Context: an optimization exercise on an open-source flow, tuned for small area, a short achievable clock period and few clock cycles per item. The choices shown serve that exercise and are no tape-out recipe.
The RTL was checked by simulation tests, not by an equivalence proof against the original design.

==> inputs of trial 86 <==
==> flow/design.v <==
module rca #(parameter W = 8) (
    input  wire [W-1:0] a,
    input  wire [W-1:0] b,
    input  wire         ci,
    output wire [W-1:0] s,
    output wire         co
);
    wire [W:0] c;
    assign c[0] = ci;
    genvar k;
    generate for (k = 0; k < W; k = k + 1) begin : g
        assign s[k]   = a[k] ^ b[k] ^ c[k];
        assign c[k+1] = (a[k] & b[k]) | (a[k] & c[k]) | (b[k] & c[k]);
    end endgenerate
    assign co = c[W];
endmodule
module dstep #(parameter W = 9) (
    input  wire [W-1:0] r,
    input  wire [W-1:0] d,
    output wire [W-1:0] o,
    output wire         q
);
    wire [W-1:0] s;
    rca #(W) u (.a(r), .b(~d), .ci(1'b1), .s(s), .co(q));
    assign o = q ? s : r;
endmodule
module amul #(parameter A = 8, parameter B = 8) (
    input  wire [A-1:0]   a,
    input  wire [B-1:0]   b,
    output wire [A+B-1:0] y
);
    wire [A+B-1:0] acc [0:A];
    assign acc[0] = {(A+B){1'b0}};
    genvar i, j;
    generate for (i = 0; i < A; i = i + 1) begin : row
        wire [B:0] c;
        assign c[0] = 1'b0;
        for (j = 0; j < B; j = j + 1) begin : col
            wire x  = acc[i][i+j];
            wire pp = a[i] & b[j];
            assign acc[i+1][i+j] = x ^ pp ^ c[j];
            assign c[j+1] = (x & pp) | (x & c[j]) | (pp & c[j]);
        end
        if (i > 0) begin : lo
            assign acc[i+1][i-1:0] = acc[i][i-1:0];
        end
        if (i < A - 1) begin : hi
            assign acc[i+1][A+B-1:i+B] = {{(A-1-i){1'b0}}, c[B]};
        end else begin : top
            assign acc[i+1][A+B-1] = c[B];
        end
    end endgenerate
    assign y = acc[A];
endmodule
module amac #(parameter A = 8, parameter B = 8) (
    input  wire [A-1:0]   a,
    input  wire [B-1:0]   b,
    input  wire [B-1:0]   c,
    output wire [A+B-1:0] y
);
    wire [A+B-1:0] acc [0:A];
    assign acc[0] = {{A{1'b0}}, c};
    genvar i, j;
    generate for (i = 0; i < A; i = i + 1) begin : row
        wire [B:0] cy;
        assign cy[0] = 1'b0;
        for (j = 0; j < B; j = j + 1) begin : col
            wire x  = acc[i][i+j];
            wire pp = a[i] & b[j];
            assign acc[i+1][i+j] = x ^ pp ^ cy[j];
            assign cy[j+1] = (x & pp) | (x & cy[j]) | (pp & cy[j]);
        end
        if (i > 0) begin : lo
            assign acc[i+1][i-1:0] = acc[i][i-1:0];
        end
        if (i < A - 1) begin : hi
            assign acc[i+1][A+B-1:i+B] = {{(A-1-i){1'b0}}, cy[B]};
        end else begin : top
            assign acc[i+1][A+B-1] = cy[B];
        end
    end endgenerate
    assign y = acc[A];
endmodule
module div255 (
    input  wire [15:0] u,
    output wire [7:0]  q,
    output wire [7:0]  m
);
    wire [7:0] t; wire c8;
    rca #(8) u_lo (.a(u[7:0]), .b(u[15:8]), .ci(1'b1), .s(t), .co(c8));
    assign q = u[15:8] + {7'd0, c8};
    wire cm;
    rca #(8) u_m (.a(u[7:0]), .b(q), .ci(1'b0), .s(m), .co(cm));
endmodule
module satsc (
    input  wire [7:0]  s,
    input  wire [31:0] w,
    output wire [7:0]  s2
);
    wire [7:0]  ex  = w[30:23];
    wire        lo  = ex < 8'd118;
    wire        hi  = ex > 8'd134;
    wire [4:0]  sh  = 5'd6 - ex[4:0];             
    wire [31:0] pr;
    amac #(8, 24) u_m (.a(s), .b({1'b1, w[22:0]}), .c(24'd0), .y(pr));
    wire [16:0] t   = pr[31:15];
    wire [16:0] y   = t >> sh;
    wire        rb  = y[0];
    wire [7:0]  iv  = y[8:1];
    wire        ov  = |y[16:9];
    wire [15:0] msk = (16'd1 << sh) - 16'd1;
    wire        st  = (|pr[14:0]) | (|(t[15:0] & msk));
    wire        up  = rb & (st | iv[0]);
    wire        sat = ov | ((iv == 8'hff) & up);
    wire [7:0]  inc = iv + {7'd0, up};
    assign s2 = lo ? 8'd0 : (hi ? {8{|s}} : (sat ? 8'hff : inc));
endmodule
module fwd1 (
    input  wire [7:0] r, g, b,
    output wire [7:0] vmax,
    output reg  [7:0] d,
    output wire [7:0] sr,       
    output wire [3:0] sq,       
    output wire [7:0] hr,       
    output wire [3:0] hq,       
    output reg        pos,
    output reg  [1:0] kb        
);
    wire [7:0] d_rg, d_rb, d_gb;
    wire c_rg, c_rb, c_gb;
    rca #(8) u_rg (.a(r), .b(~g), .ci(1'b1), .s(d_rg), .co(c_rg));    
    rca #(8) u_rb (.a(r), .b(~b), .ci(1'b1), .s(d_rb), .co(c_rb));    
    rca #(8) u_gb (.a(g), .b(~b), .ci(1'b1), .s(d_gb), .co(c_gb));    
    wire sel_r = c_rg & c_rb;
    wire sel_g = !sel_r & c_gb;
    assign vmax = sel_r ? r : (sel_g ? g : b);
    reg [7:0] e;
    always @(*) begin
        if (sel_r) begin
            pos = c_gb; kb = c_gb ? 2'd0 : 2'd3;
            d = c_gb ? d_rb : d_rg;
            e = c_gb ? d_gb : -d_gb;
        end else if (sel_g) begin
            pos = !c_rb; kb = 2'd1;
            d = c_rb ? d_gb : -d_rg;
            e = c_rb ? d_rb : -d_rb;
        end else begin
            pos = c_rg; kb = 2'd2;
            d = c_rg ? -d_gb : -d_rb;
            e = c_rg ? d_rg : -d_rg;
        end
    end
    wire [7:0] lb = 8'd0 - d;
    wire [8:0] s_r [0:4];
    assign s_r[0] = {1'b0, d - 8'd1};
    genvar i;
    generate for (i = 0; i < 4; i = i + 1) begin : sd
        dstep #(9) u (.r({s_r[i][7:0], lb[7-i]}), .d({1'b0, vmax}), .o(s_r[i+1]), .q(sq[3-i]));
    end endgenerate
    assign sr = s_r[4][7:0];
    wire [8:0] h_r [0:4];
    assign h_r[0] = {1'b0, e};
    dstep #(9) u_h7 (.r(h_r[0]), .d({1'b0, d}), .o(h_r[1]), .q(hq[3]));
    generate for (i = 1; i < 4; i = i + 1) begin : hd
        dstep #(9) u (.r({h_r[i][7:0], 1'b0}), .d({1'b0, d}), .o(h_r[i+1]), .q(hq[3-i]));
    end endgenerate
    assign hr = h_r[4][7:0];
endmodule
module fwd2 (
    input  wire [7:0] vmax,
    input  wire [7:0] d,
    input  wire [7:0] sr,
    input  wire [3:0] sqh,
    input  wire [7:0] hr,
    input  wire [3:0] hqh,
    input  wire       pos,
    input  wire [1:0] kb,
    output wire [7:0] h,
    output wire [7:0] s
);
    wire dz = (d == 8'd0);
    wire [3:0] lb = 4'd0 - d[3:0];
    wire [8:0] s_r [0:4];
    wire [3:0] sql;
    assign s_r[0] = {1'b0, sr};
    genvar i;
    generate for (i = 0; i < 4; i = i + 1) begin : sd
        dstep #(9) u (.r({s_r[i][7:0], lb[3-i]}), .d({1'b0, vmax}), .o(s_r[i+1]), .q(sql[3-i]));
    end endgenerate
    wire [7:0] sq = {sqh, sql};
    wire [8:0] s_c; wire s_ge;
    rca #(9) u_sc (.a({s_r[4][7:0], 1'b0}), .b(~{1'b0, vmax}), .ci(1'b1), .s(s_c), .co(s_ge));
    wire s_eq = (s_c == 9'd0);
    wire s_up = s_ge & (!s_eq | sq[0]);
    wire [7:0] s_v = sq + {7'd0, s_up};
    wire [8:0] h_r [0:4];
    wire [3:0] hql;
    assign h_r[0] = {1'b0, hr};
    generate for (i = 0; i < 4; i = i + 1) begin : hd
        dstep #(9) u (.r({h_r[i][7:0], 1'b0}), .d({1'b0, d}), .o(h_r[i+1]), .q(hql[3-i]));
    end endgenerate
    wire [7:0] hq = {hqh, hql};
    wire       rnz = (h_r[4][7:0] != 8'd0);
    wire [9:0] base = {kb, 8'd0};
    wire [9:0] nn  = pos ? base + {2'b0, hq} : base - {2'b0, hq} - {9'd0, rnz};
    wire [9:0] q3  = nn / 10'd3;
    wire [1:0] m3  = nn % 10'd3;
    wire [8:0] h_c; wire h_ge;
    rca #(9) u_hc (.a({h_r[4][7:0], 1'b0}), .b(~{1'b0, d}), .ci(1'b1), .s(h_c), .co(h_ge));
    wire h_eq = (h_c == 9'd0);
    wire gt = pos ? (h_ge & !h_eq) : (rnz & !h_ge);
    wire h_up = (m3 == 2'd2) || ((m3 == 2'd1) && (gt || (h_eq && q3[0])));
    wire [7:0] h_v = q3[7:0] + {7'd0, h_up};
    assign h = dz ? 8'd0 : h_v;
    assign s = dz ? 8'd0 : s_v;
endmodule
module inv2 (
    input  wire [2:0] i,
    input  wire [6:0] f,
    input  wire [7:0] s, v,
    output reg  [7:0] r, g, b
);
    wire [15:0] P;
    amac #(8, 8) u_p (.a(s), .b(v), .c(8'd0), .y(P));
    wire [7:0] pa, pb;
    div255 u_pd (.u(P), .q(pa), .m(pb));
    wire [7:0] p; wire pc;
    rca #(8) u_ps (.a(v), .b(~pa), .ci(!pb[7]), .s(p), .co(pc));
    wire [6:0]  w  = i[0] ? f : ~f;
    wire [22:0] M;
    amac #(7, 16) u_x (.a(w), .b(P), .c(i[0] ? 16'd0 : P), .y(M));
    wire [7:0] xa, xb;
    div255 u_xd (.u(M[22:7]), .q(xa), .m(xb));
    wire b127 = (xb == 8'd127);
    wire gt = xb[7] | (b127 & (M[6:0] > 7'd64));
    wire eq = b127 & (M[6:0] == 7'd64);
    wire dn = gt | (eq & (v[0] ^ xa[0]));
    wire [7:0] x; wire xc;
    rca #(8) u_xs (.a(v), .b(~xa), .ci(!dn), .s(x), .co(xc));
    always @(*) begin
        if (s == 8'd0) begin
            r = v; g = v; b = v;
        end else begin
            case (i)
                3'd0:    begin r = v; g = x; b = p; end
                3'd1:    begin r = x; g = v; b = p; end
                3'd2:    begin r = p; g = v; b = x; end
                3'd3:    begin r = p; g = x; b = v; end
                3'd4:    begin r = x; g = p; b = v; end
                default: begin r = v; g = p; b = x; end
            endcase
        end
    end
endmodule
module hsv_unit (
    input  wire        clk,
    input  wire        rst,
    input  wire        in_valid,
    output wire        in_ready,
    input  wire [1:0]  in_op,
    input  wire        in_order,
    input  wire [31:0] in_sat,
    input  wire [7:0]  in_p0,
    input  wire [7:0]  in_p1,
    input  wire [7:0]  in_p2,
    output reg         out_valid,
    input  wire        out_ready,
    output reg  [7:0]  out_p0,
    output reg  [7:0]  out_p1,
    output reg  [7:0]  out_p2
);
    reg  stall, rdy;
    reg  v0, v1, v2, v3, sv;
    wire adv  = !stall;
    assign in_ready = rdy;         
    wire acc  = in_valid & adv;
    wire enq  = adv & v3;
    wire deq  = out_valid & out_ready;
    wire [1:0] n_now  = {1'b0, out_valid} + {1'b0, sv};
    wire [1:0] n_next = n_now + {1'b0, enq} - {1'b0, deq};
    reg [1:0]  a_op;
    reg        a_ord;
    reg [31:0] a_sat;
    reg [7:0]  a_p0, a_p1, a_p2;
    always @(posedge clk) begin
        if (adv) begin
            a_op <= in_op; a_ord <= in_order; a_sat <= in_sat;
            a_p0 <= in_p0; a_p1 <= in_p1; a_p2 <= in_p2;
        end
    end
    wire [7:0] r = a_ord ? a_p2 : a_p0;
    wire [7:0] b = a_ord ? a_p0 : a_p2;
    wire [7:0] f_v, f_d, f_sr, f_hr;
    wire [3:0] f_sq, f_hq;
    wire       f_pos;
    wire [1:0] f_kb;
    fwd1 u_f1 (.r(r), .g(a_p1), .b(b), .vmax(f_v), .d(f_d), .sr(f_sr), .sq(f_sq),
               .hr(f_hr), .hq(f_hq), .pos(f_pos), .kb(f_kb));
    wire byp  = (a_op == 2'd2) && (a_sat == 32'h3F800000);
    wire pass = (a_op == 2'd1) || byp;             
    reg  [7:0] A_v, A_d, A_sr, A_hr;
    reg  [3:0] A_sq, A_hq;
    reg        A_pos;
    reg  [1:0] A_kb;
    reg [31:0] A_sat;
    reg        A_sat_on, A_inv, A_pass, A_ord;
    always @(posedge clk) begin
        if (adv) begin
            A_v  <= pass ? a_p2 : f_v;
            A_d  <= pass ? a_p1 : f_d;
            A_sr <= pass ? a_p0 : f_sr;
            A_hr <= f_hr; A_sq <= f_sq; A_hq <= f_hq; A_pos <= f_pos; A_kb <= f_kb;
            A_sat <= a_sat;
            A_sat_on <= (a_op == 2'd2) && !byp;
            A_inv    <= (a_op != 2'd0) && !byp;
            A_pass   <= pass;
            A_ord    <= a_ord;
        end
    end
    wire [7:0] g_h, g_s;
    fwd2 u_f2 (.vmax(A_v), .d(A_d), .sr(A_sr), .sqh(A_sq), .hr(A_hr), .hqh(A_hq),
               .pos(A_pos), .kb(A_kb), .h(g_h), .s(g_s));
    reg  [7:0] B_h, B_s, B_v;
    reg [31:0] B_sat;
    reg        B_sat_on, B_inv, B_ord;
    always @(posedge clk) begin
        if (adv) begin
            B_h <= A_pass ? A_sr : g_h;
            B_s <= A_pass ? A_d  : g_s;
            B_v <= A_v;
            B_sat <= A_sat; B_sat_on <= A_sat_on; B_inv <= A_inv; B_ord <= A_ord;
        end
    end
    wire [7:0] s2;
    satsc u_s (.s(B_s), .w(B_sat), .s2(s2));
    wire [9:0] h3; wire h3c;
    rca #(9) u_h3 (.a({B_h, 1'b0}), .b({1'b0, B_h}), .ci(1'b0), .s(h3[8:0]), .co(h3c));
    assign h3[9] = h3c;
    reg  [9:0] C_h;
    reg  [7:0] C_s, C_v;
    reg        C_inv, C_ord;
    always @(posedge clk) begin
        if (adv) begin
            C_h <= B_inv ? h3 : {2'b00, B_h};
            C_s <= B_sat_on ? s2 : B_s;
            C_v <= B_v;
            C_inv <= B_inv; C_ord <= B_ord;
        end
    end
    wire [7:0] ir, ig, ib;
    inv2 u_i (.i(C_h[9:7]), .f(C_h[6:0]), .s(C_s), .v(C_v), .r(ir), .g(ig), .b(ib));
    wire [7:0] y0 = C_inv ? (C_ord ? ib : ir) : C_h[7:0];
    wire [7:0] y1 = C_inv ? ig : C_s;
    wire [7:0] y2 = C_inv ? (C_ord ? ir : ib) : C_v;
    reg [7:0] k0, k1, k2;
    always @(posedge clk) begin
        if (rst) begin
            v0 <= 1'b0; v1 <= 1'b0; v2 <= 1'b0; v3 <= 1'b0;
            sv <= 1'b0; out_valid <= 1'b0; stall <= 1'b0; rdy <= 1'b1;
        end else begin
            if (adv) begin
                v0 <= acc; v1 <= v0; v2 <= v1; v3 <= v2;
            end
            out_valid <= (n_next != 2'd0);
            sv        <= (n_next == 2'd2);
            stall     <= (n_next == 2'd2);
            rdy       <= (n_next != 2'd2);
        end
        if (!out_valid || deq) begin
            if (sv) begin
                out_p0 <= k0; out_p1 <= k1; out_p2 <= k2;
            end else begin
                out_p0 <= y0; out_p1 <= y1; out_p2 <= y2;
            end
        end
        if (enq) begin
            k0 <= y0; k1 <= y1; k2 <= y2;
        end
    end
endmodule
==> flow/run.sh <==
#!/bin/bash
# synth_recipe.tcl (not shown) runs the flow's synth.tcl, then flattens the netlist and writes it again
# the make line also repeats each setting of config.mk as NAME=value (left out here)
make -C /OpenROAD-flow-scripts/flow DESIGN_CONFIG=/design/flow/config.mk WORK_HOME=/design/flow/orfs CLKGATE_MAP_FILE= SYNTH_SCRIPT=/design/flow/synth_recipe.tcl finish
==> flow/config.mk <==
export PLATFORM = sky130hd
export DESIGN_NAME = hsv_unit
export DESIGN_NICKNAME = hsv_unit
export VERILOG_FILES = /design/flow/design.v
export SDC_FILE = /design/flow/constraint.sdc
export NUM_CORES = 4
export LEC_CHECK = 0
export CAP_MARGIN = 20
export CORE_MARGIN = 2
export CORE_UTILIZATION = 40
export SLEW_MARGIN = 20
==> flow/constraint.sdc <==
create_clock -name core_clock -period 110.0 [get_ports {clk}]
set_input_delay 22.0000 -clock core_clock [delete_from_list [all_inputs] [get_ports {clk}]]
set_output_delay 22.0000 -clock core_clock [all_outputs]
set_load 0.01 [all_outputs]
==> inputs of build 68, as changes to trial 86 <==
--- a/flow/design.v
+++ b/flow/design.v
@@ -105,10 +105,17 @@
     amac #(8, 24) u_m (.a(s), .b({1'b1, w[22:0]}), .c(24'd0), .y(pr));
     wire [16:0] t   = pr[31:15];
-    wire [16:0] y   = t >> sh;
+    wire [8:0]  y   = t >> sh;
     wire        rb  = y[0];
     wire [7:0]  iv  = y[8:1];
-    wire        ov  = |y[16:9];
-    wire [15:0] msk = (16'd1 << sh) - 16'd1;
-    wire        st  = (|pr[14:0]) | (|(t[15:0] & msk));
+    wire [16:0] po, qo;
+    assign po[16] = t[16];
+    assign qo[0]  = |pr[14:0];
+    genvar j;
+    generate for (j = 0; j < 16; j = j + 1) begin : pf
+        assign po[j]   = po[j+1] | t[j];
+        assign qo[j+1] = qo[j] | t[j];
+    end endgenerate
+    wire        ov  = !sh[4] && !sh[3] && po[5'd9 + {2'b00, sh[2:0]}];
+    wire        st  = qo[sh];
     wire        up  = rb & (st | iv[0]);
     wire        sat = ov | ((iv == 8'hff) & up);
@@ -204,6 +211,7 @@
     wire [9:0] base = {kb, 8'd0};
     wire [9:0] nn  = pos ? base + {2'b0, hq} : base - {2'b0, hq} - {9'd0, rnz};
-    wire [9:0] q3  = nn / 10'd3;
-    wire [1:0] m3  = nn % 10'd3;
+    wire [9:0] q3;
+    wire [1:0] m3;
+    div3 u_d3 (.n(nn), .q(q3), .m(m3));
     wire [8:0] h_c; wire h_ge;
     rca #(9) u_hc (.a({h_r[4][7:0], 1'b0}), .b(~{1'b0, d}), .ci(1'b1), .s(h_c), .co(h_ge));
@@ -219,37 +227,72 @@
     input  wire [6:0] f,
     input  wire [7:0] s, v,
-    output reg  [7:0] r, g, b
+    input  wire       ord,      
+    input  wire       raw,      
+    output wire [7:0] o0, o1, o2
 );
     wire [15:0] P;
     amac #(8, 8) u_p (.a(s), .b(v), .c(8'd0), .y(P));
-    wire [7:0] pa, pb;
-    div255 u_pd (.u(P), .q(pa), .m(pb));
-    wire [7:0] p; wire pc;
-    rca #(8) u_ps (.a(v), .b(~pa), .ci(!pb[7]), .s(p), .co(pc));
+    wire [7:0] pz; wire pzc;
+    rca #(8) u_pz (.a(P[7:0]), .b(P[15:8]), .ci(1'b0), .s(pz), .co(pzc));
+    wire pc8  = pzc | (pz == 8'hff);
+    wire pbhi = !pzc ? (pz[7] & (pz != 8'hff)) : (pz >= 8'd127);
+    wire [7:0] pd; wire pdc;
+    rca #(8) u_ps (.a(v), .b(~P[15:8]), .ci(1'b1), .s(pd), .co(pdc));
+    wire [7:0] p = pd - {6'd0, pc8 & pbhi, pc8 ^ pbhi};
     wire [6:0]  w  = i[0] ? f : ~f;
     wire [22:0] M;
     amac #(7, 16) u_x (.a(w), .b(P), .c(i[0] ? 16'd0 : P), .y(M));
-    wire [7:0] xa, xb;
-    div255 u_xd (.u(M[22:7]), .q(xa), .m(xb));
-    wire b127 = (xb == 8'd127);
-    wire gt = xb[7] | (b127 & (M[6:0] > 7'd64));
-    wire eq = b127 & (M[6:0] == 7'd64);
-    wire dn = gt | (eq & (v[0] ^ xa[0]));
-    wire [7:0] x; wire xc;
-    rca #(8) u_xs (.a(v), .b(~xa), .ci(!dn), .s(x), .co(xc));
+    wire [7:0] uh = M[22:15];
+    wire [7:0] ul = M[14:7];
+    wire [6:0] l7 = M[6:0];
+    wire [7:0] z; wire zc;
+    rca #(8) u_z (.a(ul), .b(uh), .ci(1'b0), .s(z), .co(zc));
+    wire c8   = zc | (z == 8'hff);
+    wire b127 = !zc ? (z == 8'd127) : (z == 8'd126);            
+    wire bhi  = !zc ? (z[7] & (z != 8'hff)) : (z >= 8'd127);     
+    wire gt = bhi | (b127 & (l7 > 7'd64));
+    wire eq = b127 & (l7 == 7'd64);
+    wire [7:0] xd; wire xdc;
+    rca #(8) u_xs (.a(v), .b(~uh), .ci(1'b1), .s(xd), .co(xdc));
+    wire dn = gt | (eq & (xd[0] ^ c8));
+    wire [7:0] x = xd - {6'd0, c8 & dn, c8 ^ dn};
+    reg [1:0] c0, c1, c2;        
+    reg [1:0] cr, cb;
     always @(*) begin
+        case (i)
+            3'd0:    begin cr = 2'd0; c1 = 2'd1; cb = 2'd2; end
+            3'd1:    begin cr = 2'd1; c1 = 2'd0; cb = 2'd2; end
+            3'd2:    begin cr = 2'd2; c1 = 2'd0; cb = 2'd1; end
+            3'd3:    begin cr = 2'd2; c1 = 2'd1; cb = 2'd0; end
+            3'd4:    begin cr = 2'd1; c1 = 2'd2; cb = 2'd0; end
+            default: begin cr = 2'd0; c1 = 2'd2; cb = 2'd1; end
+        endcase
+        c0 = ord ? cb : cr;
+        c2 = ord ? cr : cb;
         if (s == 8'd0) begin
-            r = v; g = v; b = v;
-        end else begin
-            case (i)
-                3'd0:    begin r = v; g = x; b = p; end
-                3'd1:    begin r = x; g = v; b = p; end
-                3'd2:    begin r = p; g = v; b = x; end
-                3'd3:    begin r = p; g = x; b = v; end
-                3'd4:    begin r = x; g = p; b = v; end
-                default: begin r = v; g = p; b = x; end
-            endcase
+            c0 = 2'd0; c1 = 2'd0; c2 = 2'd0;
+        end
+        if (raw) begin
+            c0 = 2'd3; c1 = 2'd3; c2 = 2'd0;
         end
     end
+    assign o0 = (c0 == 2'd0) ? v : (c0 == 2'd1) ? x : (c0 == 2'd2) ? p : {i[0], f};
+    assign o1 = (c1 == 2'd0) ? v : (c1 == 2'd1) ? x : (c1 == 2'd2) ? p : s;
+    assign o2 = (c2 == 2'd0) ? v : (c2 == 2'd1) ? x : p;
+endmodule
+module div3 (
+    input  wire [9:0] n,
+    output wire [9:0] q,
+    output wire [1:0] m
+);
+    wire [1:0] r [0:10];
+    assign r[10] = 2'd0;
+    genvar k;
+    generate for (k = 9; k >= 0; k = k - 1) begin : st
+        wire [2:0] t = {r[k+1], n[k]};
+        assign q[k] = (t >= 3'd3);
+        assign r[k] = q[k] ? t[1:0] - 2'd3 : t[1:0];
+    end endgenerate
+    assign m = r[0];
 endmodule
 module hsv_unit (
@@ -277,6 +320,6 @@
     wire enq  = adv & v3;
     wire deq  = out_valid & out_ready;
-    wire [1:0] n_now  = {1'b0, out_valid} + {1'b0, sv};
-    wire [1:0] n_next = n_now + {1'b0, enq} - {1'b0, deq};
+    wire keep = out_valid & !out_ready;            
+    wire full = keep & (sv | enq);                 
     reg [1:0]  a_op;
     reg        a_ord;
@@ -348,9 +391,7 @@
         end
     end
-    wire [7:0] ir, ig, ib;
-    inv2 u_i (.i(C_h[9:7]), .f(C_h[6:0]), .s(C_s), .v(C_v), .r(ir), .g(ig), .b(ib));
-    wire [7:0] y0 = C_inv ? (C_ord ? ib : ir) : C_h[7:0];
-    wire [7:0] y1 = C_inv ? ig : C_s;
-    wire [7:0] y2 = C_inv ? (C_ord ? ir : ib) : C_v;
+    wire [7:0] y0, y1, y2;
+    inv2 u_i (.i(C_h[9:7]), .f(C_h[6:0]), .s(C_s), .v(C_v), .ord(C_ord), .raw(!C_inv),
+              .o0(y0), .o1(y1), .o2(y2));
     reg [7:0] k0, k1, k2;
     always @(posedge clk) begin
@@ -362,8 +403,8 @@
                 v0 <= acc; v1 <= v0; v2 <= v1; v3 <= v2;
             end
-            out_valid <= (n_next != 2'd0);
-            sv        <= (n_next == 2'd2);
-            stall     <= (n_next == 2'd2);
-            rdy       <= (n_next != 2'd2);
+            out_valid <= sv | enq | keep;
+            sv        <= full;
+            stall     <= full;
+            rdy       <= !full;
         end
         if (!out_valid || deq) begin
ABC_AREA = 1   (was default)
CORE_UTILIZATION = 65   (was 40)
==> inputs of trial 5, as changes to trial 86 <==
--- a/flow/design.v
+++ b/flow/design.v
@@ -204,6 +204,7 @@
     wire [9:0] base = {kb, 8'd0};
     wire [9:0] nn  = pos ? base + {2'b0, hq} : base - {2'b0, hq} - {9'd0, rnz};
-    wire [9:0] q3  = nn / 10'd3;
-    wire [1:0] m3  = nn % 10'd3;
+    wire [9:0] q3;
+    wire [1:0] m3;
+    div3 u_d3 (.n(nn), .q(q3), .m(m3));
     wire [8:0] h_c; wire h_ge;
     rca #(9) u_hc (.a({h_r[4][7:0], 1'b0}), .b(~{1'b0, d}), .ci(1'b1), .s(h_c), .co(h_ge));
@@ -219,5 +220,7 @@
     input  wire [6:0] f,
     input  wire [7:0] s, v,
-    output reg  [7:0] r, g, b
+    input  wire       ord,      
+    input  wire       raw,      
+    output wire [7:0] o0, o1, o2
 );
     wire [15:0] P;
@@ -238,18 +241,42 @@
     wire [7:0] x; wire xc;
     rca #(8) u_xs (.a(v), .b(~xa), .ci(!dn), .s(x), .co(xc));
+    reg [1:0] c0, c1, c2;        
+    reg [1:0] cr, cb;
     always @(*) begin
+        case (i)
+            3'd0:    begin cr = 2'd0; c1 = 2'd1; cb = 2'd2; end
+            3'd1:    begin cr = 2'd1; c1 = 2'd0; cb = 2'd2; end
+            3'd2:    begin cr = 2'd2; c1 = 2'd0; cb = 2'd1; end
+            3'd3:    begin cr = 2'd2; c1 = 2'd1; cb = 2'd0; end
+            3'd4:    begin cr = 2'd1; c1 = 2'd2; cb = 2'd0; end
+            default: begin cr = 2'd0; c1 = 2'd2; cb = 2'd1; end
+        endcase
+        c0 = ord ? cb : cr;
+        c2 = ord ? cr : cb;
         if (s == 8'd0) begin
-            r = v; g = v; b = v;
-        end else begin
-            case (i)
-                3'd0:    begin r = v; g = x; b = p; end
-                3'd1:    begin r = x; g = v; b = p; end
-                3'd2:    begin r = p; g = v; b = x; end
-                3'd3:    begin r = p; g = x; b = v; end
-                3'd4:    begin r = x; g = p; b = v; end
-                default: begin r = v; g = p; b = x; end
-            endcase
+            c0 = 2'd0; c1 = 2'd0; c2 = 2'd0;
+        end
+        if (raw) begin
+            c0 = 2'd3; c1 = 2'd3; c2 = 2'd0;
         end
     end
+    assign o0 = (c0 == 2'd0) ? v : (c0 == 2'd1) ? x : (c0 == 2'd2) ? p : {i[0], f};
+    assign o1 = (c1 == 2'd0) ? v : (c1 == 2'd1) ? x : (c1 == 2'd2) ? p : s;
+    assign o2 = (c2 == 2'd0) ? v : (c2 == 2'd1) ? x : p;
+endmodule
+module div3 (
+    input  wire [9:0] n,
+    output wire [9:0] q,
+    output wire [1:0] m
+);
+    wire [1:0] r [0:10];
+    assign r[10] = 2'd0;
+    genvar k;
+    generate for (k = 9; k >= 0; k = k - 1) begin : st
+        wire [2:0] t = {r[k+1], n[k]};
+        assign q[k] = (t >= 3'd3);
+        assign r[k] = q[k] ? t[1:0] - 2'd3 : t[1:0];
+    end endgenerate
+    assign m = r[0];
 endmodule
 module hsv_unit (
@@ -348,9 +375,7 @@
         end
     end
-    wire [7:0] ir, ig, ib;
-    inv2 u_i (.i(C_h[9:7]), .f(C_h[6:0]), .s(C_s), .v(C_v), .r(ir), .g(ig), .b(ib));
-    wire [7:0] y0 = C_inv ? (C_ord ? ib : ir) : C_h[7:0];
-    wire [7:0] y1 = C_inv ? ig : C_s;
-    wire [7:0] y2 = C_inv ? (C_ord ? ir : ib) : C_v;
+    wire [7:0] y0, y1, y2;
+    inv2 u_i (.i(C_h[9:7]), .f(C_h[6:0]), .s(C_s), .v(C_v), .ord(C_ord), .raw(!C_inv),
+              .o0(y0), .o1(y1), .o2(y2));
     reg [7:0] k0, k1, k2;
     always @(posedge clk) begin
ABC_AREA = 1   (was default)
CORE_UTILIZATION = 65   (was 40)
==> notes.md <==
item                                                                              build 68                  trial 5                 trial 86
Routability-driven placement congestion ratio                                        0.929                    0.926                    0.907
Final standard cell count with taps included and fillers excluded                     4112                     4175                     4123
Fraction of the mapped netlist area in compound gates                               0.0742                   0.0776                    0.102
Combined buffer and inverter count along the critical path                               1                       10                        7
Seq area share                                                                       0.250                    0.247                    0.235
NonClk Buf Share                                                                    0.0316                   0.0325                   0.0324
# nets final                                                                          4120                     4165                     3665
Fillers                                                                               3625                     3713                     7593
Synthesized netlist net count                                                         4110                     4146                     3655
Result of the run                                                  complete, no violations  complete, no violations  complete, no violations
Length of routed met3 wiring                                                       3.58 mm                  5.16 mm                  2.80 mm
Clock buf/inv share                                                                 0.0303                   0.0350                   0.0301
Pre-CTS setup slack                                                               86.44 ns                 85.78 ns                 85.66 ns
Number of buffers added by the clock tree synthesis step                                30                       36                       30
Number of DRC markers in iteration 0                                                  1461                     1880                     1481
Testbench counts of trial 86, summed over its fixed seeds: cycles 32,040, pixels 32,000.
Testbench counts of build 68, summed over its fixed seeds: cycles 32,040, pixels 32,000.
Testbench counts of trial 5, summed over its fixed seeds: cycles 32,040, pixels 32,000.

[what the ideal ports hide]
The flow's constraints put no driver on any port. The routed layouts listed below were extracted and timed again, unchanged, in two steps.
Step 1, drivers: a clkbuf_16 drives clk and a buf_2 each remaining input, both assumed.
Step 2 adds t to the input delays and takes it off the output delays; t is the mean of the earliest and latest rising clock arrival at the registers after step 1. Input paths then give back, and output paths get back, about the clock's delay inside the block.
a / b / c = ideal ports / drivers / drivers and shift; a / b = the first two.
run	t, ns	setup WS [ns]	worst hold slack (ns)	worst setup path after step 2	latest minus earliest clock arrival (ns)
trial 86	0.647	85.706 / 85.706 / 85.706	0.418 / 0.418 / 0.418	register to register	0.019 / 0.018
build 68	0.647	86.506 / 86.448 / 86.454	0.376 / 0.376 / 0.376	input to register	0.054 / 0.054
trial 5	0.615	85.672 / 85.672 / 85.672	0.415 / 0.415 / 0.415	register to register	0.018 / 0.019
After both steps every run listed still meets setup and hold. The setup slack of build 68, which loses most, moves by -0.058 ns with the drivers and by -0.052 ns with both steps.
